Background: an optimization exercise with open tools, aiming at small area, a short achievable clock period and few clock cycles per item. Do not read the settings as production practice. Function was checked by simulation only, so behaviour that the tests miss may differ from the original. Power figures rest on the tool's default switching activity, not on a simulated workload.

==> flow/design.v (outline; a module is shown in full before it is edited, if it fits) <==
// module hpsdr_telem: 156 lines
// module hpsdr_fa: 5 lines
// module hpsdr_ha: 5 lines
// module hpsdr_s2: 1182 lines
// module hpsdr_bridge: 374 lines
// module hpsdr_cpa40: 7 lines
// module hpsdr_add46: 290 lines
module hpsdr_telem (
    input  wire        clk,
    input  wire        rst,
    input  wire        in_valid,
    output wire        in_ready,
    input  wire [7:0]  in_c0,
    input  wire [31:0] in_data,
    output wire        out_valid,
    input  wire        out_ready,
    output reg  [2:0]  out_kind,
    output reg  [2:0]  out_keys,
    output reg  [31:0] out_a,
    output reg  [31:0] out_b
);
  // ...
==> flow/flow/run.sh <==
#!/bin/bash
set -euo pipefail
bash standard.sh SETUP_SLACK_MARGIN=7.8 finish > standard_flow.log 2>&1
==> flow/standard.sh <==
#!/bin/bash
# synth_recipe.tcl (not shown) runs the flow's synth.tcl, then flattens the netlist and writes it again
# the make line also repeats each setting of config.mk as NAME=value (left out here)
make -C /OpenROAD-flow-scripts/flow DESIGN_CONFIG=/design/flow/config.mk WORK_HOME=/design/flow/orfs CLKGATE_MAP_FILE= SYNTH_SCRIPT=/design/flow/synth_recipe.tcl "${@:-finish}"
==> flow/config.mk <==
export PLATFORM = sky130hd
export DESIGN_NAME = hpsdr_telem
export DESIGN_NICKNAME = hpsdr_telem
export VERILOG_FILES = /design/flow/design.v
export SDC_FILE = /design/flow/constraint.sdc
export NUM_CORES = 4
export LEC_CHECK = 0
export CAP_MARGIN = 20
export CORE_MARGIN = 2
export CORE_UTILIZATION = 40
export SLEW_MARGIN = 20
export SYNTH_HIERARCHICAL = 1
==> flow/constraint.sdc <==
create_clock -name core_clock -period 12.0 [get_ports {clk}]
set_input_delay 2.4000 -clock core_clock [delete_from_list [all_inputs] [get_ports {clk}]]
set_output_delay 2.4000 -clock core_clock [all_outputs]
set_load 0.01 [all_outputs]
==> summary.md, run 1 <==
| Metric | Value |
|---|---|
| Startpoint Class | flop |
| Hold depth | 0 |
| Metal2 WL | 43,300 um |
| Non-clk buf share | 5.58% |
| Pwr dens | 278 nW/um^2 |
| Post-cts sizing count | 116 |
| Area of the die | 81,100 sq um |
| Hold Crit Endpoint | r2_h[0] |
| CTS Sinks | 394 |
| Hold Buf Count CTS | 0 |
| Gp weighted congestion | 0.924 |
| R2R setup slack | 7.42 ns |
| HP Start | r2a_h[0] |
| Most frequent cells in the layout | edfxtp_1 (350), fa_1 (328), nand2_1 (226) |
| Final cell count without fillers | 3,920 |
| Clock power frac | 13.8% |
| Final Setup Violations | 0 |
| P&R area growth vs syn | 15.3% |
| GRT overflow | 0 |
| Buffer and inverter count on the worst path | 4 |
| Iter 0 DRT Violations | 1,792 |
| Largest net degree at the start of global routing | 79 |
| Worst clock skew | 0.0245 ns |
| Slowest-stage cell, CP | fa_2 |
| Minimum clock period | 4.58 ns |
| Clock buffers | 52 |
| Antenna Nets Post-Route | 0 |
| CTS tree | done |
| Period utilization | 38.1% |
| Critical Path AT | 4.89 ns |
| Flip-flop and latch count | 394 |
| Sequential cell area | 11,400 sq um |
| Number of placed I/O pins | 116 |
| Outcome | no timing/DRC/antenna violations |
| Core area | 77,700 sq um |
| Hold Fails Final Rpt | 0 |
| Final #Nets | 3,442 |
| Inverters | 147 |
| P_seq | 2.03 mW |
| Clock Tree Buf Depth | 3 |
| GR Layer Usage met1 | 27.3% |
| Final core utilization | 46.8% |
| Vias per cell | 5.51 |
| Hold slack final | 0.415 ns |
Testbench counts, summed over its fixed seeds: cycles 3,240, items 3,200.
==> module hpsdr_telem, before the edit <==
module hpsdr_telem (
    input  wire        clk,
    input  wire        rst,
    input  wire        in_valid,
    output wire        in_ready,
    input  wire [7:0]  in_c0,
    input  wire [31:0] in_data,
    output wire        out_valid,
    input  wire        out_ready,
    output reg  [2:0]  out_kind,
    output reg  [2:0]  out_keys,
    output reg  [31:0] out_a,
    output reg  [31:0] out_b
);
    localparam [2:0] K_INFO   = 3'd0;
    localparam [2:0] K_FWD    = 3'd1;
    localparam [2:0] K_REV    = 3'd2;
    localparam [2:0] K_SUPPLY = 3'd3;
    localparam [2:0] K_ADC    = 3'd4;
    localparam [2:0] K_RAW    = 3'd5;
    localparam [2:0] K_REV0   = 3'd6;    
    reg v1, v2a, v2, v3;
    reg skid_full;
    wire en   = ~v3 | out_ready;
    wire take = in_valid & ~skid_full;
    assign in_ready  = ~skid_full;
    assign out_valid = v3;
    reg [2:0] in_kind;
    always @(*) begin
        case (in_c0[7:3])
            5'd0:    in_kind = K_INFO;
            5'd1:    in_kind = K_FWD;
            5'd2:    in_kind = K_REV;
            5'd3:    in_kind = K_SUPPLY;
            5'd4:    in_kind = K_ADC;
            default: in_kind = K_RAW;
        endcase
    end
    reg [2:0]  sk_kind;
    reg [2:0]  sk_keys;
    reg [31:0] sk_data;
    reg        v0;
    reg [2:0]  s_kind;
    reg [2:0]  s_keys;
    reg [31:0] s_data;
    wire [15:0] s_hi   = s_data[31:16];
    wire [15:0] s_lo   = s_data[15:0];
    wire [19:0] u_hi = {1'b0, s_hi, 3'b0} + {3'b0, s_hi, 1'b0} + {4'b0, s_hi} - 20'd110;
    wire [19:0] u_lo = {1'b0, s_lo, 3'b0} + {3'b0, s_lo, 1'b0} + {4'b0, s_lo};
    wire        s_rev = (s_kind == K_REV);
    wire        s_fwd = (s_kind == K_FWD);
    wire        s_sup = (s_kind == K_SUPPLY);
    wire        s_oth = ~(s_rev | s_fwd | s_sup);
    wire [19:0] s_ub  = ({20{s_rev}} & u_hi) | ({20{s_fwd}} & u_lo);
    wire [19:0] s_us  = ({20{s_sup}} & u_lo) | ({20{s_oth}} & {4'd0, s_lo});
    reg [2:0]  r1_kind, r2a_kind, r2_kind;
    reg [2:0]  r1_keys, r2a_keys, r2_keys;
    reg [15:0] r1_h, r2a_h, r2_h;
    reg [15:0] r2a_lo;
    reg [39:0] r2a_ra, r2a_rb;
    reg        r2a_fc;
    reg [19:0] r1_ub, r1_us;
    reg [39:0] r2_t;
    wire [39:0] ra, rb;
    wire        fc;
    hpsdr_s2 u_s2 (.ub(r1_ub), .us(r1_us), .ra(ra), .rb(rb), .fc(fc));
    wire        conv = (r2a_kind == K_FWD) | (r2a_kind == K_REV) | (r2a_kind == K_REV0) |
                       (r2a_kind == K_SUPPLY);
    wire [39:0] t;
    hpsdr_cpa40 u_cpa (.ra(r2a_ra), .rb(r2a_rb), .fc(r2a_fc), .t(t));
    wire [30:0] qb;
    hpsdr_bridge u_br (.t(r2_t), .q(qb));
    wire [7:0] c1 = r2_h[15:8];
    wire [7:0] c2 = r2_h[7:0];
    wire [7:0] c3 = r2_t[15:8];
    wire [7:0] c4 = r2_t[7:0];
    function [8:0] ver(input [7:0] v);
        reg [7:0] q, r;
        begin
            q = v / 8'd10;
            r = v % 8'd10;
            ver = {q[4:0], r[3:0]};
        end
    endfunction
    reg [2:0]  k_n;
    reg [31:0] a_r, b_r;
    always @(*) begin
        k_n = r2_kind;
        a_r = 32'd0;
        b_r = 32'd0;
        case (r2_kind)
            K_INFO:   begin a_r = {25'd0, c1[6:0]};
                            b_r = {5'd0, ver(c2), ver(c3), ver(c4)}; end
            K_FWD:    a_r = {16'd0, r2_h};
            K_REV:    b_r = {16'd0, r2_h};
            K_REV0:   begin b_r = {16'd0, r2_h}; k_n = K_REV; end
            K_SUPPLY: begin a_r = {16'd0, r2_h}; b_r = {7'd0, r2_t[24:0]}; end
            K_ADC:    begin a_r = {28'd0, c4[0], c3[0], c2[0], c1[0]};
                            b_r = {4'd0, c4[7:1], c3[7:1], c2[7:1], c1[7:1]}; end
            default:  a_r = {r2_h, r2_t[15:0]};
        endcase
    end
    wire [31:0] a_n = a_r | ({32{r2_kind == K_REV}} & {1'b0, qb});
    wire [31:0] b_n = b_r | ({32{r2_kind == K_FWD}} & {1'b0, qb});
    always @(posedge clk) begin
        if (rst) begin
            v0 <= 1'b0;
            v1 <= 1'b0;
            v2a <= 1'b0;
            v2 <= 1'b0;
            v3 <= 1'b0;
            skid_full <= 1'b0;
        end else if (en) begin
            v0 <= skid_full | take;
            v1 <= v0;
            v2a <= v1;
            v2 <= v2a;
            v3 <= v2;
            skid_full <= 1'b0;
        end else if (take) begin
            skid_full <= 1'b1;
        end
    end
    always @(posedge clk) begin
        if (~skid_full) begin
            sk_kind <= in_kind;
            sk_keys <= in_c0[2:0];
            sk_data <= in_data;
        end
        if (en) begin
            s_kind  <= skid_full ? sk_kind : in_kind;
            s_keys  <= skid_full ? sk_keys : in_c0[2:0];
            s_data  <= skid_full ? sk_data : in_data;
            r1_kind <= (s_rev && s_hi <= 16'd10) ? K_REV0 : s_kind;
            r1_keys <= s_keys;
            r1_h    <= s_rev ? s_lo : s_hi;
            r1_ub   <= s_ub;
            r1_us   <= s_us;
            r2a_kind <= r1_kind;
            r2a_keys <= r1_keys;
            r2a_h    <= r1_h;
            r2a_lo   <= r1_us[15:0];
            r2a_ra   <= ra;
            r2a_rb   <= rb;
            r2a_fc   <= fc;
            r2_kind <= r2a_kind;
            r2_keys <= r2a_keys;
            r2_h    <= r2a_h;
            r2_t    <= {t[39:16], conv ? t[15:0] : r2a_lo};
            out_kind <= k_n;
            out_keys <= r2_keys;
            out_a    <= a_n;
            out_b    <= b_n;
        end
    end
endmodule
==> run 2: changes to the inputs <==
--- a/flow/design.v
+++ b/flow/design.v
@@ -14,17 +14,17 @@
 );
     localparam [2:0] K_INFO   = 3'd0;
     localparam [2:0] K_FWD    = 3'd1;
     localparam [2:0] K_REV    = 3'd2;
     localparam [2:0] K_SUPPLY = 3'd3;
     localparam [2:0] K_ADC    = 3'd4;
     localparam [2:0] K_RAW    = 3'd5;
     localparam [2:0] K_REV0   = 3'd6;    
-    reg v1, v2a, v2, v3;
+    reg v1, v2, v3;
     reg skid_full;
     wire en   = ~v3 | out_ready;
     wire take = in_valid & ~skid_full;
     assign in_ready  = ~skid_full;
     assign out_valid = v3;
     reg [2:0] in_kind;
     always @(*) begin
         case (in_c0[7:3])
@@ -48,31 +48,25 @@
     wire [19:0] u_hi = {1'b0, s_hi, 3'b0} + {3'b0, s_hi, 1'b0} + {4'b0, s_hi} - 20'd110;
     wire [19:0] u_lo = {1'b0, s_lo, 3'b0} + {3'b0, s_lo, 1'b0} + {4'b0, s_lo};
     wire        s_rev = (s_kind == K_REV);
     wire        s_fwd = (s_kind == K_FWD);
     wire        s_sup = (s_kind == K_SUPPLY);
     wire        s_oth = ~(s_rev | s_fwd | s_sup);
     wire [19:0] s_ub  = ({20{s_rev}} & u_hi) | ({20{s_fwd}} & u_lo);
     wire [19:0] s_us  = ({20{s_sup}} & u_lo) | ({20{s_oth}} & {4'd0, s_lo});
-    reg [2:0]  r1_kind, r2a_kind, r2_kind;
-    reg [2:0]  r1_keys, r2a_keys, r2_keys;
-    reg [15:0] r1_h, r2a_h, r2_h;
-    reg [15:0] r2a_lo;
-    reg [39:0] r2a_ra, r2a_rb;
-    reg        r2a_fc;
+    reg [2:0]  r1_kind, r2_kind;
+    reg [2:0]  r1_keys, r2_keys;
+    reg [15:0] r1_h, r2_h;
     reg [19:0] r1_ub, r1_us;
     reg [39:0] r2_t;
-    wire [39:0] ra, rb;
-    wire        fc;
-    hpsdr_s2 u_s2 (.ub(r1_ub), .us(r1_us), .ra(ra), .rb(rb), .fc(fc));
-    wire        conv = (r2a_kind == K_FWD) | (r2a_kind == K_REV) | (r2a_kind == K_REV0) |
-                       (r2a_kind == K_SUPPLY);
+    wire        conv = (r1_kind == K_FWD) | (r1_kind == K_REV) | (r1_kind == K_REV0) |
+                       (r1_kind == K_SUPPLY);
     wire [39:0] t;
-    hpsdr_cpa40 u_cpa (.ra(r2a_ra), .rb(r2a_rb), .fc(r2a_fc), .t(t));
+    hpsdr_s2 u_s2 (.ub(r1_ub), .us(r1_us), .t(t));
     wire [30:0] qb;
     hpsdr_bridge u_br (.t(r2_t), .q(qb));
     wire [7:0] c1 = r2_h[15:8];
     wire [7:0] c2 = r2_h[7:0];
     wire [7:0] c3 = r2_t[15:8];
     wire [7:0] c4 = r2_t[7:0];
     function [8:0] ver(input [7:0] v);
         reg [7:0] q, r;
@@ -101,25 +95,23 @@
         endcase
     end
     wire [31:0] a_n = a_r | ({32{r2_kind == K_REV}} & {1'b0, qb});
     wire [31:0] b_n = b_r | ({32{r2_kind == K_FWD}} & {1'b0, qb});
     always @(posedge clk) begin
         if (rst) begin
             v0 <= 1'b0;
             v1 <= 1'b0;
-            v2a <= 1'b0;
             v2 <= 1'b0;
             v3 <= 1'b0;
             skid_full <= 1'b0;
         end else if (en) begin
             v0 <= skid_full | take;
             v1 <= v0;
-            v2a <= v1;
-            v2 <= v2a;
+            v2 <= v1;
             v3 <= v2;
             skid_full <= 1'b0;
         end else if (take) begin
             skid_full <= 1'b1;
         end
     end
     always @(posedge clk) begin
         if (~skid_full) begin
@@ -131,27 +123,20 @@
             s_kind  <= skid_full ? sk_kind : in_kind;
             s_keys  <= skid_full ? sk_keys : in_c0[2:0];
             s_data  <= skid_full ? sk_data : in_data;
             r1_kind <= (s_rev && s_hi <= 16'd10) ? K_REV0 : s_kind;
             r1_keys <= s_keys;
             r1_h    <= s_rev ? s_lo : s_hi;
             r1_ub   <= s_ub;
             r1_us   <= s_us;
-            r2a_kind <= r1_kind;
-            r2a_keys <= r1_keys;
-            r2a_h    <= r1_h;
-            r2a_lo   <= r1_us[15:0];
-            r2a_ra   <= ra;
-            r2a_rb   <= rb;
-            r2a_fc   <= fc;
-            r2_kind <= r2a_kind;
-            r2_keys <= r2a_keys;
-            r2_h    <= r2a_h;
-            r2_t    <= {t[39:16], conv ? t[15:0] : r2a_lo};
+            r2_kind <= r1_kind;
+            r2_keys <= r1_keys;
+            r2_h    <= r1_h;
+            r2_t    <= {t[39:16], conv ? t[15:0] : r1_us[15:0]};
             out_kind <= k_n;
             out_keys <= r2_keys;
             out_a    <= a_n;
             out_b    <= b_n;
         end
     end
 endmodule
 module hpsdr_fa (a, b, c, s, co);
@@ -159,22 +144,20 @@
     output wire s, co;
     assign {co, s} = a + b + c;
 endmodule
 module hpsdr_ha (a, b, s, co);
     input wire a, b;
     output wire s, co;
     assign {co, s} = a + b;
 endmodule
-module hpsdr_s2 (ub, us, ra, rb, fc);
+module hpsdr_s2 (ub, us, t);
     input wire [19:0] ub;
     input wire [19:0] us;
-    output wire [39:0] ra;
-    output wire [39:0] rb;
-    output wire fc;
+    output wire [39:0] t;
     wire [19:0] un = ~us;
     wire g1;
     wire g2;
     wire g3;
     wire g4;
     wire g5;
     wire g6;
     wire g7;
@@ -1334,22 +1317,19 @@
     hpsdr_fa s699_i (.a(c490), .b(s595), .c(c594), .s(s699), .co(c700));
     hpsdr_fa s701_i (.a(c494), .b(s597), .c(c596), .s(s701), .co(c702));
     hpsdr_fa s703_i (.a(c498), .b(s599), .c(c598), .s(s703), .co(c704));
     hpsdr_fa s705_i (.a(c500), .b(s601), .c(c600), .s(s705), .co(c706));
     hpsdr_fa s707_i (.a(c502), .b(s603), .c(c602), .s(s707), .co(c708));
     hpsdr_fa s709_i (.a(1'b1), .b(s605), .c(c604), .s(s709), .co(c710));
     hpsdr_fa s711_i (.a(g193), .b(1'b1), .c(c606), .s(s711), .co(c712));
     hpsdr_fa s713_i (.a(g194), .b(ub[19]), .c(1'b1), .s(s713), .co(c714));
-    wire [54:0] ra_ = {1'b1, s713, s711, s709, s707, s705, s703, s701, s699, s697, s695, s693, s691, s689, s687, s685, s683, s681, s679, s677, s675, s673, s671, s669, s667, s665, s663, s661, s659, s657, s655, s653, s651, s649, s647, s645, s643, s641, s639, s637, s635, s633, s631, s629, s627, s625, s623, s621, s619, s617, s615, s613, s611, s609, s503};
-    wire [54:0] rb_ = {c714, c712, c710, c708, c706, c704, c702, c700, c698, c696, c694, c692, c690, c688, c686, c684, c682, c680, c678, c676, c674, c672, c670, c668, c666, c664, c662, c660, c658, c656, c654, c652, c650, c648, c646, c644, c642, c640, c638, c636, c634, c632, c630, c628, c626, c624, c622, c620, c618, c616, c614, c612, c610, c608, s607};
-    wire [15:0] fs_ = {1'b0, ra_[14:0]} + {1'b0, rb_[14:0]};
-    assign fc = fs_[15];
-    assign ra = ra_[54:15];
-    assign rb = rb_[54:15];
+    wire [54:0] full;
+    hpsdr_add55 u_add (.a({1'b1, s713, s711, s709, s707, s705, s703, s701, s699, s697, s695, s693, s691, s689, s687, s685, s683, s681, s679, s677, s675, s673, s671, s669, s667, s665, s663, s661, s659, s657, s655, s653, s651, s649, s647, s645, s643, s641, s639, s637, s635, s633, s631, s629, s627, s625, s623, s621, s619, s617, s615, s613, s611, s609, s503}), .b({c714, c712, c710, c708, c706, c704, c702, c700, c698, c696, c694, c692, c690, c688, c686, c684, c682, c680, c678, c676, c674, c672, c670, c668, c666, c664, c662, c660, c658, c656, c654, c652, c650, c648, c646, c644, c642, c640, c638, c636, c634, c632, c630, c628, c626, c624, c622, c620, c618, c616, c614, c612, c610, c608, s607}), .s(full));
+    assign t = full[54:15];
 endmodule
 module hpsdr_bridge (t, q);
     input wire [39:0] t;
     output wire [30:0] q;
     wire n1;
     wire n2;
     wire n3;
     wire n4;
@@ -1715,22 +1695,378 @@
     hpsdr_ha s230_i (.a(t[35]), .b(1'b1), .s(s230), .co(c231));
     hpsdr_ha s232_i (.a(t[36]), .b(1'b1), .s(s232), .co(c233));
     hpsdr_ha s234_i (.a(t[37]), .b(1'b1), .s(s234), .co(c235));
     hpsdr_ha s236_i (.a(t[38]), .b(1'b1), .s(s236), .co(c237));
     wire [45:0] full;
     hpsdr_add46 u_add (.a({s236, s234, s232, s230, s228, s226, s224, s222, s220, s218, s216, s214, s212, s210, s208, s206, s204, s202, s200, s198, s196, s194, s192, s190, s188, s186, s184, s182, s180, s178, s176, s174, s172, s170, s168, s166, s164, s162, s160, s158, s156, s154, s152, s150, s148, s74}), .b({c235, c233, c231, c229, c227, c225, c223, c221, c219, c217, c215, c213, c211, c209, c207, c205, c203, c201, c199, c197, c195, c193, c191, c189, c187, c185, c183, c181, c179, c177, c175, c173, c171, c169, c167, c165, c163, c161, c159, c157, c155, c153, c151, c149, c147, s146}), .s(full));
     assign q = full[45:15];
 endmodule
-module hpsdr_cpa40 (ra, rb, fc, t);
-    input wire [39:0] ra, rb;
-    input wire fc;
-    output wire [39:0] t;
-    wire [40:0] s = {ra, 1'b1} + {rb, fc};
-    assign t = s[40:1];
+module hpsdr_add55 (a, b, s);
+    input wire [54:0] a, b;
+    output wire [54:0] s;
+    wire [54:0] g0 = a & b;
+    wire [54:0] p0 = a ^ b;
+    wire g1 = g0[1] | (p0[1] & g0[0]);
+    wire p1 = p0[1] & p0[0];
+    wire g2 = g0[3] | (p0[3] & g0[2]);
+    wire p2 = p0[3] & p0[2];
+    wire g3 = g0[5] | (p0[5] & g0[4]);
+    wire p3 = p0[5] & p0[4];
+    wire g4 = g0[7] | (p0[7] & g0[6]);
+    wire p4 = p0[7] & p0[6];
+    wire g5 = g0[9] | (p0[9] & g0[8]);
+    wire p5 = p0[9] & p0[8];
+    wire g6 = g0[11] | (p0[11] & g0[10]);
+    wire p6 = p0[11] & p0[10];
+    wire g7 = g0[13] | (p0[13] & g0[12]);
+    wire p7 = p0[13] & p0[12];
+    wire g8 = g0[15] | (p0[15] & g0[14]);
+    wire p8 = p0[15] & p0[14];
+    wire g9 = g0[17] | (p0[17] & g0[16]);
+    wire p9 = p0[17] & p0[16];
+    wire g10 = g0[19] | (p0[19] & g0[18]);
+    wire p10 = p0[19] & p0[18];
+    wire g11 = g0[21] | (p0[21] & g0[20]);
+    wire p11 = p0[21] & p0[20];
+    wire g12 = g0[23] | (p0[23] & g0[22]);
+    wire p12 = p0[23] & p0[22];
+    wire g13 = g0[25] | (p0[25] & g0[24]);
+    wire p13 = p0[25] & p0[24];
+    wire g14 = g0[27] | (p0[27] & g0[26]);
+    wire p14 = p0[27] & p0[26];
+    wire g15 = g0[29] | (p0[29] & g0[28]);
+    wire p15 = p0[29] & p0[28];
+    wire g16 = g0[31] | (p0[31] & g0[30]);
+    wire p16 = p0[31] & p0[30];
+    wire g17 = g0[33] | (p0[33] & g0[32]);
+    wire p17 = p0[33] & p0[32];
+    wire g18 = g0[35] | (p0[35] & g0[34]);
+    wire p18 = p0[35] & p0[34];
+    wire g19 = g0[37] | (p0[37] & g0[36]);
+    wire p19 = p0[37] & p0[36];
+    wire g20 = g0[39] | (p0[39] & g0[38]);
+    wire p20 = p0[39] & p0[38];
+    wire g21 = g0[41] | (p0[41] & g0[40]);
+    wire p21 = p0[41] & p0[40];
+    wire g22 = g0[43] | (p0[43] & g0[42]);
+    wire p22 = p0[43] & p0[42];
+    wire g23 = g0[45] | (p0[45] & g0[44]);
+    wire p23 = p0[45] & p0[44];
+    wire g24 = g0[47] | (p0[47] & g0[46]);
+    wire p24 = p0[47] & p0[46];
+    wire g25 = g0[49] | (p0[49] & g0[48]);
+    wire p25 = p0[49] & p0[48];
+    wire g26 = g0[51] | (p0[51] & g0[50]);
+    wire p26 = p0[51] & p0[50];
+    wire g27 = g0[53] | (p0[53] & g0[52]);
+    wire p27 = p0[53] & p0[52];
+    wire g28 = g0[2] | (p0[2] & g1);
+    wire p28 = p0[2] & p1;
+    wire g29 = g2 | (p2 & g1);
+    wire p29 = p2 & p1;
+    wire g30 = g0[6] | (p0[6] & g3);
+    wire p30 = p0[6] & p3;
+    wire g31 = g4 | (p4 & g3);
+    wire p31 = p4 & p3;
+    wire g32 = g0[10] | (p0[10] & g5);
+    wire p32 = p0[10] & p5;
+    wire g33 = g6 | (p6 & g5);
+    wire p33 = p6 & p5;
+    wire g34 = g0[14] | (p0[14] & g7);
+    wire p34 = p0[14] & p7;
+    wire g35 = g8 | (p8 & g7);
+    wire p35 = p8 & p7;
+    wire g36 = g0[18] | (p0[18] & g9);
+    wire p36 = p0[18] & p9;
+    wire g37 = g10 | (p10 & g9);
+    wire p37 = p10 & p9;
+    wire g38 = g0[22] | (p0[22] & g11);
+    wire p38 = p0[22] & p11;
+    wire g39 = g12 | (p12 & g11);
+    wire p39 = p12 & p11;
+    wire g40 = g0[26] | (p0[26] & g13);
+    wire p40 = p0[26] & p13;
+    wire g41 = g14 | (p14 & g13);
+    wire p41 = p14 & p13;
+    wire g42 = g0[30] | (p0[30] & g15);
+    wire p42 = p0[30] & p15;
+    wire g43 = g16 | (p16 & g15);
+    wire p43 = p16 & p15;
+    wire g44 = g0[34] | (p0[34] & g17);
+    wire p44 = p0[34] & p17;
+    wire g45 = g18 | (p18 & g17);
+    wire p45 = p18 & p17;
+    wire g46 = g0[38] | (p0[38] & g19);
+    wire p46 = p0[38] & p19;
+    wire g47 = g20 | (p20 & g19);
+    wire p47 = p20 & p19;
+    wire g48 = g0[42] | (p0[42] & g21);
+    wire p48 = p0[42] & p21;
+    wire g49 = g22 | (p22 & g21);
+    wire p49 = p22 & p21;
+    wire g50 = g0[46] | (p0[46] & g23);
+    wire p50 = p0[46] & p23;
+    wire g51 = g24 | (p24 & g23);
+    wire p51 = p24 & p23;
+    wire g52 = g0[50] | (p0[50] & g25);
+    wire p52 = p0[50] & p25;
+    wire g53 = g26 | (p26 & g25);
+    wire p53 = p26 & p25;
+    wire g54 = g0[54] | (p0[54] & g27);
+    wire p54 = p0[54] & p27;
+    wire g55 = g0[4] | (p0[4] & g29);
+    wire p55 = p0[4] & p29;
+    wire g56 = g3 | (p3 & g29);
+    wire p56 = p3 & p29;
+    wire g57 = g30 | (p30 & g29);
+    wire p57 = p30 & p29;
+    wire g58 = g31 | (p31 & g29);
+    wire p58 = p31 & p29;
+    wire g59 = g0[12] | (p0[12] & g33);
+    wire p59 = p0[12] & p33;
+    wire g60 = g7 | (p7 & g33);
+    wire p60 = p7 & p33;
+    wire g61 = g34 | (p34 & g33);
+    wire p61 = p34 & p33;
+    wire g62 = g35 | (p35 & g33);
+    wire p62 = p35 & p33;
+    wire g63 = g0[20] | (p0[20] & g37);
+    wire p63 = p0[20] & p37;
+    wire g64 = g11 | (p11 & g37);
+    wire p64 = p11 & p37;
+    wire g65 = g38 | (p38 & g37);
+    wire p65 = p38 & p37;
+    wire g66 = g39 | (p39 & g37);
+    wire p66 = p39 & p37;
+    wire g67 = g0[28] | (p0[28] & g41);
+    wire p67 = p0[28] & p41;
+    wire g68 = g15 | (p15 & g41);
+    wire p68 = p15 & p41;
+    wire g69 = g42 | (p42 & g41);
+    wire p69 = p42 & p41;
+    wire g70 = g43 | (p43 & g41);
+    wire p70 = p43 & p41;
+    wire g71 = g0[36] | (p0[36] & g45);
+    wire p71 = p0[36] & p45;
+    wire g72 = g19 | (p19 & g45);
+    wire p72 = p19 & p45;
+    wire g73 = g46 | (p46 & g45);
+    wire p73 = p46 & p45;
+    wire g74 = g47 | (p47 & g45);
+    wire p74 = p47 & p45;
+    wire g75 = g0[44] | (p0[44] & g49);
+    wire p75 = p0[44] & p49;
+    wire g76 = g23 | (p23 & g49);
+    wire p76 = p23 & p49;
+    wire g77 = g50 | (p50 & g49);
+    wire p77 = p50 & p49;
+    wire g78 = g51 | (p51 & g49);
+    wire p78 = p51 & p49;
+    wire g79 = g0[52] | (p0[52] & g53);
+    wire p79 = p0[52] & p53;
+    wire g80 = g27 | (p27 & g53);
+    wire p80 = p27 & p53;
+    wire g81 = g54 | (p54 & g53);
+    wire p81 = p54 & p53;
+    wire g82 = g0[8] | (p0[8] & g58);
+    wire p82 = p0[8] & p58;
+    wire g83 = g5 | (p5 & g58);
+    wire p83 = p5 & p58;
+    wire g84 = g32 | (p32 & g58);
+    wire p84 = p32 & p58;
+    wire g85 = g33 | (p33 & g58);
+    wire p85 = p33 & p58;
+    wire g86 = g59 | (p59 & g58);
+    wire p86 = p59 & p58;
+    wire g87 = g60 | (p60 & g58);
+    wire p87 = p60 & p58;
+    wire g88 = g61 | (p61 & g58);
+    wire p88 = p61 & p58;
+    wire g89 = g62 | (p62 & g58);
+    wire p89 = p62 & p58;
+    wire g90 = g0[24] | (p0[24] & g66);
+    wire p90 = p0[24] & p66;
+    wire g91 = g13 | (p13 & g66);
+    wire p91 = p13 & p66;
+    wire g92 = g40 | (p40 & g66);
+    wire p92 = p40 & p66;
+    wire g93 = g41 | (p41 & g66);
+    wire p93 = p41 & p66;
+    wire g94 = g67 | (p67 & g66);
+    wire p94 = p67 & p66;
+    wire g95 = g68 | (p68 & g66);
+    wire p95 = p68 & p66;
+    wire g96 = g69 | (p69 & g66);
+    wire p96 = p69 & p66;
+    wire g97 = g70 | (p70 & g66);
+    wire p97 = p70 & p66;
+    wire g98 = g0[40] | (p0[40] & g74);
+    wire p98 = p0[40] & p74;
+    wire g99 = g21 | (p21 & g74);
+    wire p99 = p21 & p74;
+    wire g100 = g48 | (p48 & g74);
+    wire p100 = p48 & p74;
+    wire g101 = g49 | (p49 & g74);
+    wire p101 = p49 & p74;
+    wire g102 = g75 | (p75 & g74);
+    wire p102 = p75 & p74;
+    wire g103 = g76 | (p76 & g74);
+    wire p103 = p76 & p74;
+    wire g104 = g77 | (p77 & g74);
+    wire p104 = p77 & p74;
+    wire g105 = g78 | (p78 & g74);
+    wire p105 = p78 & p74;
+    wire g106 = g0[16] | (p0[16] & g89);
+    wire p106 = p0[16] & p89;
+    wire g107 = g9 | (p9 & g89);
+    wire p107 = p9 & p89;
+    wire g108 = g36 | (p36 & g89);
+    wire p108 = p36 & p89;
+    wire g109 = g37 | (p37 & g89);
+    wire p109 = p37 & p89;
+    wire g110 = g63 | (p63 & g89);
+    wire p110 = p63 & p89;
+    wire g111 = g64 | (p64 & g89);
+    wire p111 = p64 & p89;
+    wire g112 = g65 | (p65 & g89);
+    wire p112 = p65 & p89;
+    wire g113 = g66 | (p66 & g89);
+    wire p113 = p66 & p89;
+    wire g114 = g90 | (p90 & g89);
+    wire p114 = p90 & p89;
+    wire g115 = g91 | (p91 & g89);
+    wire p115 = p91 & p89;
+    wire g116 = g92 | (p92 & g89);
+    wire p116 = p92 & p89;
+    wire g117 = g93 | (p93 & g89);
+    wire p117 = p93 & p89;
+    wire g118 = g94 | (p94 & g89);
+    wire p118 = p94 & p89;
+    wire g119 = g95 | (p95 & g89);
+    wire p119 = p95 & p89;
+    wire g120 = g96 | (p96 & g89);
+    wire p120 = p96 & p89;
+    wire g121 = g97 | (p97 & g89);
+    wire p121 = p97 & p89;
+    wire g122 = g0[48] | (p0[48] & g105);
+    wire p122 = p0[48] & p105;
+    wire g123 = g25 | (p25 & g105);
+    wire p123 = p25 & p105;
+    wire g124 = g52 | (p52 & g105);
+    wire p124 = p52 & p105;
+    wire g125 = g53 | (p53 & g105);
+    wire p125 = p53 & p105;
+    wire g126 = g79 | (p79 & g105);
+    wire p126 = p79 & p105;
+    wire g127 = g80 | (p80 & g105);
+    wire p127 = p80 & p105;
+    wire g128 = g81 | (p81 & g105);
+    wire p128 = p81 & p105;
+    wire g129 = g0[32] | (p0[32] & g121);
+    wire p129 = p0[32] & p121;
+    wire g130 = g17 | (p17 & g121);
+    wire p130 = p17 & p121;
+    wire g131 = g44 | (p44 & g121);
+    wire p131 = p44 & p121;
+    wire g132 = g45 | (p45 & g121);
+    wire p132 = p45 & p121;
+    wire g133 = g71 | (p71 & g121);
+    wire p133 = p71 & p121;
+    wire g134 = g72 | (p72 & g121);
+    wire p134 = p72 & p121;
+    wire g135 = g73 | (p73 & g121);
+    wire p135 = p73 & p121;
+    wire g136 = g74 | (p74 & g121);
+    wire p136 = p74 & p121;
+    wire g137 = g98 | (p98 & g121);
+    wire p137 = p98 & p121;
+    wire g138 = g99 | (p99 & g121);
+    wire p138 = p99 & p121;
+    wire g139 = g100 | (p100 & g121);
+    wire p139 = p100 & p121;
+    wire g140 = g101 | (p101 & g121);
+    wire p140 = p101 & p121;
+    wire g141 = g102 | (p102 & g121);
+    wire p141 = p102 & p121;
+    wire g142 = g103 | (p103 & g121);
+    wire p142 = p103 & p121;
+    wire g143 = g104 | (p104 & g121);
+    wire p143 = p104 & p121;
+    wire g144 = g105 | (p105 & g121);
+    wire p144 = p105 & p121;
+    wire g145 = g122 | (p122 & g121);
+    wire p145 = p122 & p121;
+    wire g146 = g123 | (p123 & g121);
+    wire p146 = p123 & p121;
+    wire g147 = g124 | (p124 & g121);
+    wire p147 = p124 & p121;
+    wire g148 = g125 | (p125 & g121);
+    wire p148 = p125 & p121;
+    wire g149 = g126 | (p126 & g121);
+    wire p149 = p126 & p121;
+    wire g150 = g127 | (p127 & g121);
+    wire p150 = p127 & p121;
+    wire g151 = g128 | (p128 & g121);
+    wire p151 = p128 & p121;
+    assign s[0] = p0[0];
+    assign s[1] = p0[1] ^ g0[0];
+    assign s[2] = p0[2] ^ g1;
+    assign s[3] = p0[3] ^ g28;
+    assign s[4] = p0[4] ^ g29;
+    assign s[5] = p0[5] ^ g55;
+    assign s[6] = p0[6] ^ g56;
+    assign s[7] = p0[7] ^ g57;
+    assign s[8] = p0[8] ^ g58;
+    assign s[9] = p0[9] ^ g82;
+    assign s[10] = p0[10] ^ g83;
+    assign s[11] = p0[11] ^ g84;
+    assign s[12] = p0[12] ^ g85;
+    assign s[13] = p0[13] ^ g86;
+    assign s[14] = p0[14] ^ g87;
+    assign s[15] = p0[15] ^ g88;
+    assign s[16] = p0[16] ^ g89;
+    assign s[17] = p0[17] ^ g106;
+    assign s[18] = p0[18] ^ g107;
+    assign s[19] = p0[19] ^ g108;
+    assign s[20] = p0[20] ^ g109;
+    assign s[21] = p0[21] ^ g110;
+    assign s[22] = p0[22] ^ g111;
+    assign s[23] = p0[23] ^ g112;
+    assign s[24] = p0[24] ^ g113;
+    assign s[25] = p0[25] ^ g114;
+    assign s[26] = p0[26] ^ g115;
+    assign s[27] = p0[27] ^ g116;
+    assign s[28] = p0[28] ^ g117;
+    assign s[29] = p0[29] ^ g118;
+    assign s[30] = p0[30] ^ g119;
+    assign s[31] = p0[31] ^ g120;
+    assign s[32] = p0[32] ^ g121;
+    assign s[33] = p0[33] ^ g129;
+    assign s[34] = p0[34] ^ g130;
+    assign s[35] = p0[35] ^ g131;
+    assign s[36] = p0[36] ^ g132;
+    assign s[37] = p0[37] ^ g133;
+    assign s[38] = p0[38] ^ g134;
+    assign s[39] = p0[39] ^ g135;
+    assign s[40] = p0[40] ^ g136;
+    assign s[41] = p0[41] ^ g137;
+    assign s[42] = p0[42] ^ g138;
+    assign s[43] = p0[43] ^ g139;
+    assign s[44] = p0[44] ^ g140;
+    assign s[45] = p0[45] ^ g141;
+    assign s[46] = p0[46] ^ g142;
+    assign s[47] = p0[47] ^ g143;
+    assign s[48] = p0[48] ^ g144;
+    assign s[49] = p0[49] ^ g145;
+    assign s[50] = p0[50] ^ g146;
+    assign s[51] = p0[51] ^ g147;
+    assign s[52] = p0[52] ^ g148;
+    assign s[53] = p0[53] ^ g149;
+    assign s[54] = p0[54] ^ g150;
 endmodule
 module hpsdr_add46 (a, b, s);
     input wire [45:0] a, b;
     output wire [45:0] s;
     wire [45:0] g0 = a & b;
     wire [45:0] p0 = a ^ b;
     wire g1 = g0[1] | (p0[1] & g0[0]);
     wire p1 = p0[1] & p0[0];
==> flow/flow/run.sh (replaced) <==
#!/bin/bash
set -euo pipefail
bash standard.sh SETUP_SLACK_MARGIN=7.5 finish > standard_flow.log 2>&1
==> run 2 against run 1 <==
Net effect:
- sequential share of layout area down 8.0 points
- still clean
- count of clock-buffer cells in the layout down 11
- worst setup slack worse by 1.0 ns
- flip-flop and latch count down 120
- largest power group unchanged
- clock skew up 0.0079 ns
- maximum frequency down 18%
- combinational power up 25%
- register-to-register slack worse by 1.0 ns
- first-iteration DRC count down 9.5%
- critical path type unchanged
==> summary.md, run 2 <==
| Metric | Value |
|---|---|
| Outcome | no timing/DRC/antenna violations (unchanged) |
| GRT Total Usage | 23.5% (was 21.4%) |
| Worst clock skew | 0.0324 ns (was 0.0245 ns) |
| Overall Power | 10.7 mW (was 10.1 mW) |
| CTS Sinks | 274 (was 394) |
| Finished Cell Area | 33,500 sq um (was 36,400 sq um) |
| Initial antenna violation count | 1 (was 0) |
| HP Class | reg2reg (unchanged) |
| R2r startpoint | r1_ub[2] (was r2_t[24]) |
| Largest net degree at the start of global routing | 79 (unchanged) |
| Max-slew headroom | 28.0% (was 32.0%) |
| P&R area growth vs syn | 24.7% (was 15.3%) |
| Worst Setup SP | r1_ub[2] (was r2_t[24]) |
| VDD IR max | 0.354 mV (was 0.343 mV) |
| Minimum clock period | 5.58 ns (was 4.58 ns) |
| Vias | 20,424 (was 21,611) |
| CP Capture Type | flop (unchanged) |
| Synth warn | 7 (unchanged) |
| Vias in the first global route | 21,168 (was 22,582) |
| Die span in x | 263 um (was 285 um) |
| IO buf count | 114 (unchanged) |
| Switching share of power | 46.9% (was 44.5%) |
| Crit Path Category | reg2reg (unchanged) |
| Power share of the sequential group | 13.6% (was 20.1%) |
| Pwr dens | 321 nW/um^2 (was 278 nW/um^2) |
| Max-Cap Viols | 0 (unchanged) |
| Gp weighted congestion | 0.947 (was 0.924) |
| Syn_area_per_cell | 11.3 sq um (was 11.6 sq um) |
| Sw power | 5.04 mW (was 4.49 mW) |
| Placed cell count | 3,325 (was 3,750) |
| GRT overflow | 0 (unchanged) |
| Comb pwr share | 77.8% (was 66.1%) |
| Hold Buf Count CTS | 0 (unchanged) |
| Iter 0 DRT Violations | 1,622 (was 1,792) |
| Rows | 94 (was 102) |
| Dpl cell area | 29,100 sq um (was 33,300 sq um) |
| Final WS setup | 6.42 ns (was 7.42 ns) |
| CTS tree | done (unchanged) |
| Wire per inst | 23.1 um (was 22.1 um) |
| Fillers | 5,790 (was 6,932) |
| Initial Util | 40.6% (about the same) |
| DR pass1 iterations | 6 (was 5) |
| Data required time at the worst endpoint | 12.34 ns (was 12.31 ns) |
| Core area | 66,100 sq um (was 77,700 sq um) |
| TritonCTS Buffers | 30 (was 45) |
| Final Setup Violations | 0 (unchanged) |
| Pre-CTS setup slack | 6.14 ns (was 6.74 ns) |
| Hold slack final | 0.388 ns (was 0.415 ns) |
| Top reg by flops | r2_t |
| RSZ-0062 raised after global routing | true (unchanged) |
| Critical Path AT | 5.92 ns (was 4.89 ns) |
| H-tree depth | 1 (was 2) |
| LEAKAGE | 14.5 nW (was 15.4 nW) |
| Startpoint Class | flop (unchanged) |
| Final cell count without fillers | 3,599 (was 3,920) |
| Commonest non-fill, non-tap cell in the layout | fa_1 (was edfxtp_1) |
| Cell area after synthesis | 26,900 sq um (was 31,500 sq um) |
| Max Fclk | 0.179 GHz (was 0.219 GHz) |
| Period utilization | 46.5% (was 38.1%) |
| Worst-path clk slew | 0.06 ns (about the same) |
| Synthesized instance count | 2,380 (was 2,712) |
| Worst-path fanout max | 7 (was 2) |
| Vias per cell | 5.67 (was 5.51) |
| Routed WL | 83,200 um (was 86,600 um) |
| DRC | 0 (unchanged) |
| Max-slew violations | 0 (unchanged) |
| Post-DP HPWL | 58,500 um (was 64,600 um) |
| Final #Nets | 3,310 (was 3,442) |
| Root Driver | clkbuf_16 (unchanged) |
| HP Start | r1_h[13] (was r2a_h[0]) |
| Clock power frac | 8.7% (was 13.8%) |
| Final core utilization | 50.6% (was 46.8%) |
| Clock Tree Buf Depth | 3 (unchanged) |
| Area of the die | 69,200 sq um (was 81,100 sq um) |
| Most frequent cells in the layout | fa_1 (324), edfxtp_1 (231), ha_1 (186) (was edfxtp_1 (350), fa_1 (328), nand2_1 (226)) |
| Slew @ Worst Pin | 1.08 ns (was 1.02 ns) |
| # diodes | 0 (unchanged) |
| Internal power | 5.70 mW (was 5.60 mW) |
| Setup TNS | 0 ns (unchanged) |
| Hold Fails Final Rpt | 0 (unchanged) |
| Max FFs per register | 40 |
| Antenna Nets Post-Route | 0 (unchanged) |
| Die Ht | 263 um (was 285 um) |
| Clock Latency Late Sink | 0.61 ns (was 0.60 ns) |
| First-pass GRT wire length | 125,000 um (was 134,000 um) |
| Layout cells sized above 1 | 22.6% (was 13.8%) |
| Number of placed I/O pins | 116 (unchanged) |
run 2: cell types whose count changed in the layout (fill, tap and decap cells not counted), moves of 14 or more:
cell / delta
a21oi_2: +19
and2_2: +14
o21ai_0: -16
nand2_1: -107
ha_1: -14
edfxtp_1: -119
clkbuf_16: -14
buf_4: +78
buf_6: +44
a21o_1: +36
a21oi_1: -49
mux2i_1: -15
run 2: area by class of cell:
class | instances | area, sq um | share of cell area [%]
Clock buffer | 41 | 833 | 2.49
Clock inverter | 15 | 159 | 0.475
Inverter | 147 | 557 | 1.66
Multi-Input combinational cell | 1915 | 19900 | 59.4
Sequential cell | 274 | 7800 | 23.3
Tap cell | 864 | 1080 | 3.23
Timing Repair Buffer | 343 | 3160 | 9.44
run 2: final timing paths:
kind / to / slack, ns / cells after the start
worst max register to register: r2_t[39] / 6.42 / 17
worst min-delay path: r2_h[13] / 0.39 / 0
worst min register to register: r2_h[13] / 0.39 / 0
worst max-delay path: r2_t[39] / 6.42 / 17
run 2: what timing repair did:
action                     4_1_cts  5_1_grt
gates resized for setup        176      176
gates cloned                     0        0
setup endpoints to repair      102       96
buffers inserted               151       67
pin swaps                       81      124
run 2: power groups by stage:
stage | clock [mW] | combinational, mW | sequential, mW
after floorplan | 0 | 3.78 | 1.40
after global placement | 0 | 5.10 | 1.58
after detailed placement | 0 | 5.21 | 1.58
after CTS | 0.952 | 6.61 | 1.48
after global routing | 0.983 | 8.90 | 1.48
final | 0.931 | 8.35 | 1.46
run 2: metal layers:
layer  vias to the layer above  GRT usage [%]  share of wire (%)  wire length [um]
met4                         2           6.75                3.5              2880
li1                       9092              -                  -                 -
met2                       729           40.3                 49             40600
met1                     10438           31.1                 42             34900
met3                       163           3.16                5.8              4850
met5                         -              0              0.014                12
run 2: worst max-delay path, stage by stage, from the launching register on:
cell	delay (ns)
edfxtp_1	0.52
and2_4	0.22
fa_1	0.56
fa_1	0.46
fa_1	0.54
fa_1	0.43
fa_1	0.54
ha_4	0.23
a211oi_2	0.24
nor2_2	0.09
o211ai_1	0.18
o211ai_1	0.13
a31oi_2	0.31
o31a_1	0.23
nor3_2	0.06
o32a_1	0.34
a21oi_2	0.14
xnor2_1	0.08
Testbench counts of run 2, summed over its fixed seeds: cycles 3,232, items 3,200.
==> run 3: changes to the inputs <==
==> flow/flow/run.sh (replaced) <==
#!/bin/bash
set -euo pipefail
bash standard.sh SETUP_SLACK_MARGIN=7 finish > standard_flow.log 2>&1
==> run 3 against run 2 <==
Net effect:
- design area decreased by 5.2%
- non-clock buffer count decreased by 77
- maximum frequency decreased by 1.1%
- largest power group unchanged
- still clean on timing, DRC and antenna
- sequential share of layout area increased by 1.3 points
- worst setup slack got worse by 0.063 ns
==> summary.md, run 3 <==
| Metric | Value |
|---|---|
| H-tree depth | 1 (unchanged) |
| First-pass GRT wire length | 122,000 um (was 125,000 um) |
| Iter 0 DRT Violations | 1,619 (was 1,622) |
| Final core utilization | 48.0% (was 50.6%) |
| Commonest non-fill, non-tap cell in the layout | fa_1 (unchanged) |
| LEAKAGE | 13.8 nW (was 14.5 nW) |
| Final Setup Violations | 0 (unchanged) |
| GR Layer Usage met1 | 30.1% (was 31.1%) |
| Crit Path Category | reg2reg (unchanged) |
| Worst clock skew | 0.0524 ns (was 0.0324 ns) |
| Synth warn | 7 (unchanged) |
| Root Driver | clkbuf_16 (unchanged) |
| Max Fclk | 0.177 GHz (was 0.179 GHz) |
| Area of the die | 69,200 sq um (unchanged) |
| R2R setup slack | 6.35 ns (was 6.42 ns) |
| Top reg by flops | r2_t (unchanged) |
| Grt met2 use | 38.4% (was 40.3%) |
| GRT overflow | 0 (unchanged) |
| Critical Path AT | 5.97 ns (was 5.92 ns) |
| IO buf count | 114 (unchanged) |
| Max FFs per register | 40 (unchanged) |
| CTS tree | done (unchanged) |
| Clock Tree Buf Depth | 3 (unchanged) |
| VDD IR max | 0.242 mV (was 0.354 mV) |
| Setup TNS | 0 ns (unchanged) |
| # diodes | 0 (unchanged) |
| GRT Total Usage | 22.7% (was 23.5%) |
| Minimum clock period | 5.65 ns (was 5.58 ns) |
| Max-Cap Viols | 0 (unchanged) |
| Worst Setup SP | r1_ub[2] (unchanged) |
| Most frequent cells in the layout | fa_1 (327), edfxtp_1 (231), ha_1 (198) (was fa_1 (324), edfxtp_1 (231), ha_1 (186)) |
| Met3 Use GR | 3.33% (was 3.16%) |
| Max-slew headroom | 28.0% (about the same) |
| RSZ-0062 raised after global routing | true (unchanged) |
| Max-slew violations | 0 (unchanged) |
| Layout cells sized above 1 | 15.7% (was 22.6%) |
| Period utilization | 47.1% (was 46.5%) |
| Clock Latency Late Sink | 0.62 ns (was 0.61 ns) |
| Vias per cell | 5.67 (about the same) |
| Outcome | no timing/DRC/antenna violations (unchanged) |
| GRT Max-Usage Layer | met2 (unchanged) |
| Synthesized instance count | 2,380 (unchanged) |
| Hold Buf Count CTS | 0 (unchanged) |
| Die span in x | 263 um (unchanged) |
| Vias in the first global route | 20,772 (was 21,168) |
| Final #Nets | 3,233 (was 3,310) |
| TritonCTS Buffers | 30 (unchanged) |
| Vias | 19,968 (was 20,424) |
| Largest net degree at the start of global routing | 77 (was 79) |
| Syn_area_per_cell | 11.3 sq um (unchanged) |
| Hold depth | 0 (unchanged) |
| CTS Sinks | 274 (unchanged) |
| Cell area after synthesis | 26,900 sq um (unchanged) |
| Rows | 94 (unchanged) |
| Die Ht | 263 um (unchanged) |
| Initial Util | 40.6% (unchanged) |
| Crit Reg-Reg Endpoint | r2_t[39] (unchanged) |
| Hold Fails Final Rpt | 0 (unchanged) |
| Worst-path fanout max | 7 (unchanged) |
| Worst-path clk slew | 0.07 ns (was 0.06 ns) |
| Wire per inst | 22.5 um (was 23.1 um) |
| CP Capture Type | flop (unchanged) |
| Data required time at the worst endpoint | 12.32 ns (was 12.34 ns) |
| Worst setup endpoint | r2_t[39] (unchanged) |
| Antenna Nets Post-Route | 0 (unchanged) |
| Hold slack final | 0.413 ns (was 0.388 ns) |
| Fillers | 5,954 (was 5,790) |
| Final cell count without fillers | 3,521 (was 3,599) |
| Core area | 66,100 sq um (unchanged) |
| Pwr dens | 268 nW/um^2 (was 321 nW/um^2) |
| Slew @ Worst Pin | 1.08 ns (about the same) |
| DR pass1 iterations | 5 (was 6) |
| R2r startpoint | r1_ub[2] (unchanged) |
| Gp weighted congestion | 0.943 (was 0.947) |
| HP Start | r1_h[12] (was r1_h[13]) |
| Startpoint Class | flop (unchanged) |
| Routed WL | 79,300 um (was 83,200 um) |
| FF-to-FF path depth | 17 (unchanged) |
| Number of placed I/O pins | 116 (unchanged) |
| HP Class | reg2reg (unchanged) |
| DRC | 0 (unchanged) |
| Initial antenna violation count | 0 (was 1) |
| P&R area growth vs syn | 18.2% (was 24.7%) |
| Placed cell count | 3,328 (was 3,325) |
| Post-DP HPWL | 57,500 um (was 58,500 um) |
==> run 3: changes by cell type in the layout (fill, tap and decap cells not counted), moves of 11 or more <==
cell	delta
buf_6	-38
xor2_1	+11
buf_4	-32
a21oi_1	+23
ha_1	+12
ha_4	-11
o21ai_0	+24
a21oi_2	-20
o21ai_1	-11
==> run 3: worst max-delay path, stage by stage, from the launching register on <==
cell,delay (ns)
edfxtp_1,0.55
and2_4,0.24
fa_1,0.55
fa_1,0.47
fa_2,0.57
fa_1,0.43
fa_1,0.49
ha_4,0.31
nand4_1,0.18
nor3_4,0.27
nand3_1,0.09
o211ai_1,0.29
a31oi_4,0.08
o31a_1,0.28
nor3_2,0.17
o32a_1,0.21
a21oi_2,0.07
xnor2_1,0.12
==> run 3: stage by stage <==
| step | power (mW) | area, sq um | setup WS [ns] |
|---|---|---|---|
| CTS | 8.03 | 31100 | 6.41 |
| floorplan | 5.14 | 27200 | 6.74 |
| global placement | 6.63 | 29000 | 5.98 |
| detailed placement | 6.74 | 29000 | 5.93 |
| global route | 9.15 | 31700 | 6.16 |
| finish | 8.51 | 31700 | 6.35 |
==> run 3: cell type report <==
cell class,instances,area (sq um),share of cell area (%)
Clock buffer,39,816,2.57
Clock inverter,16,228,0.717
Inverter,147,552,1.74
Multi-Input combinational cell,1915,18900,59.6
Sequential cell,274,7800,24.6
Tap cell,864,1080,3.41
Timing Repair Buffer,266,2360,7.44
==> run 3: what timing repair did <==
item | in CTS | in global routing
pin swaps | 46 | 44
gates resized for setup | 63 | 75
setup endpoints to repair | 71 | 64
setup buffers | 107 | 31
cloned | 0 | 0
==> run 3: worst min path at each step <==
stage | endpoint | slack, ns
after floorplan | out_keys[0] | 0.40
after global placement | r2_h[15] | 0.40
after detailed placement | r2_h[1] | 0.40
after CTS | r2_h[12] | 0.42
after global routing | r1_keys[0] | 0.43
final | r2_h[12] | 0.41
==> run 3: report_power, final <==
| group | internal, mW | leakage [nW] | switching, mW |
|---|---|---|---|
| Combinational | 2.59 | 10.4 | 3.47 |
| Clock | 0.571 | 0.504 | 0.399 |
| Sequential | 1.23 | 2.89 | 0.257 |
| Total | 4.38 | 13.8 | 4.13 |
==> run 3: per-layer routing <==
layer / wire (um) / part of all wire, %
met4: 2700 / 3.4
met1: 32900 / 42
met5: 0 / 0
met3: 5110 / 6.4
met2: 38600 / 49

==> port drivers added, routing unchanged <==
No port has a modelled driver above. Below, the same layouts with a new extraction and two added sets of constraints.
Step 1 assumes that a clkbuf_16 drives the clock port and a buf_2 every other input.
Step 2 also shifts input and output timing later by t, the mid clock arrival at the registers, as if the neighbouring blocks saw the same clock.
a / b / c = ideal ports / drivers / drivers and shift; a / b = the first two.
| run | t (ns) | setup WS [ns] | hold slack, ns | pins driven straight from the clock port |
|---|---|---|---|---|
| run 1 | 0.643 | 7.423 / 7.423 / 7.321 | 0.415 / 0.415 / 0.415 | 1 |
| run 2 | 0.654 | 6.416 / 6.416 / 6.416 | 0.388 / 0.388 / 0.388 | 1 |
| run 3 | 0.646 | 6.354 / 6.354 / 6.354 | 0.413 / 0.413 / 0.413 | 1 |
After both steps every run listed still meets setup and hold. The setup slack of run 1, which loses most, moves by 0.000 ns with the drivers and by -0.102 ns with both steps.
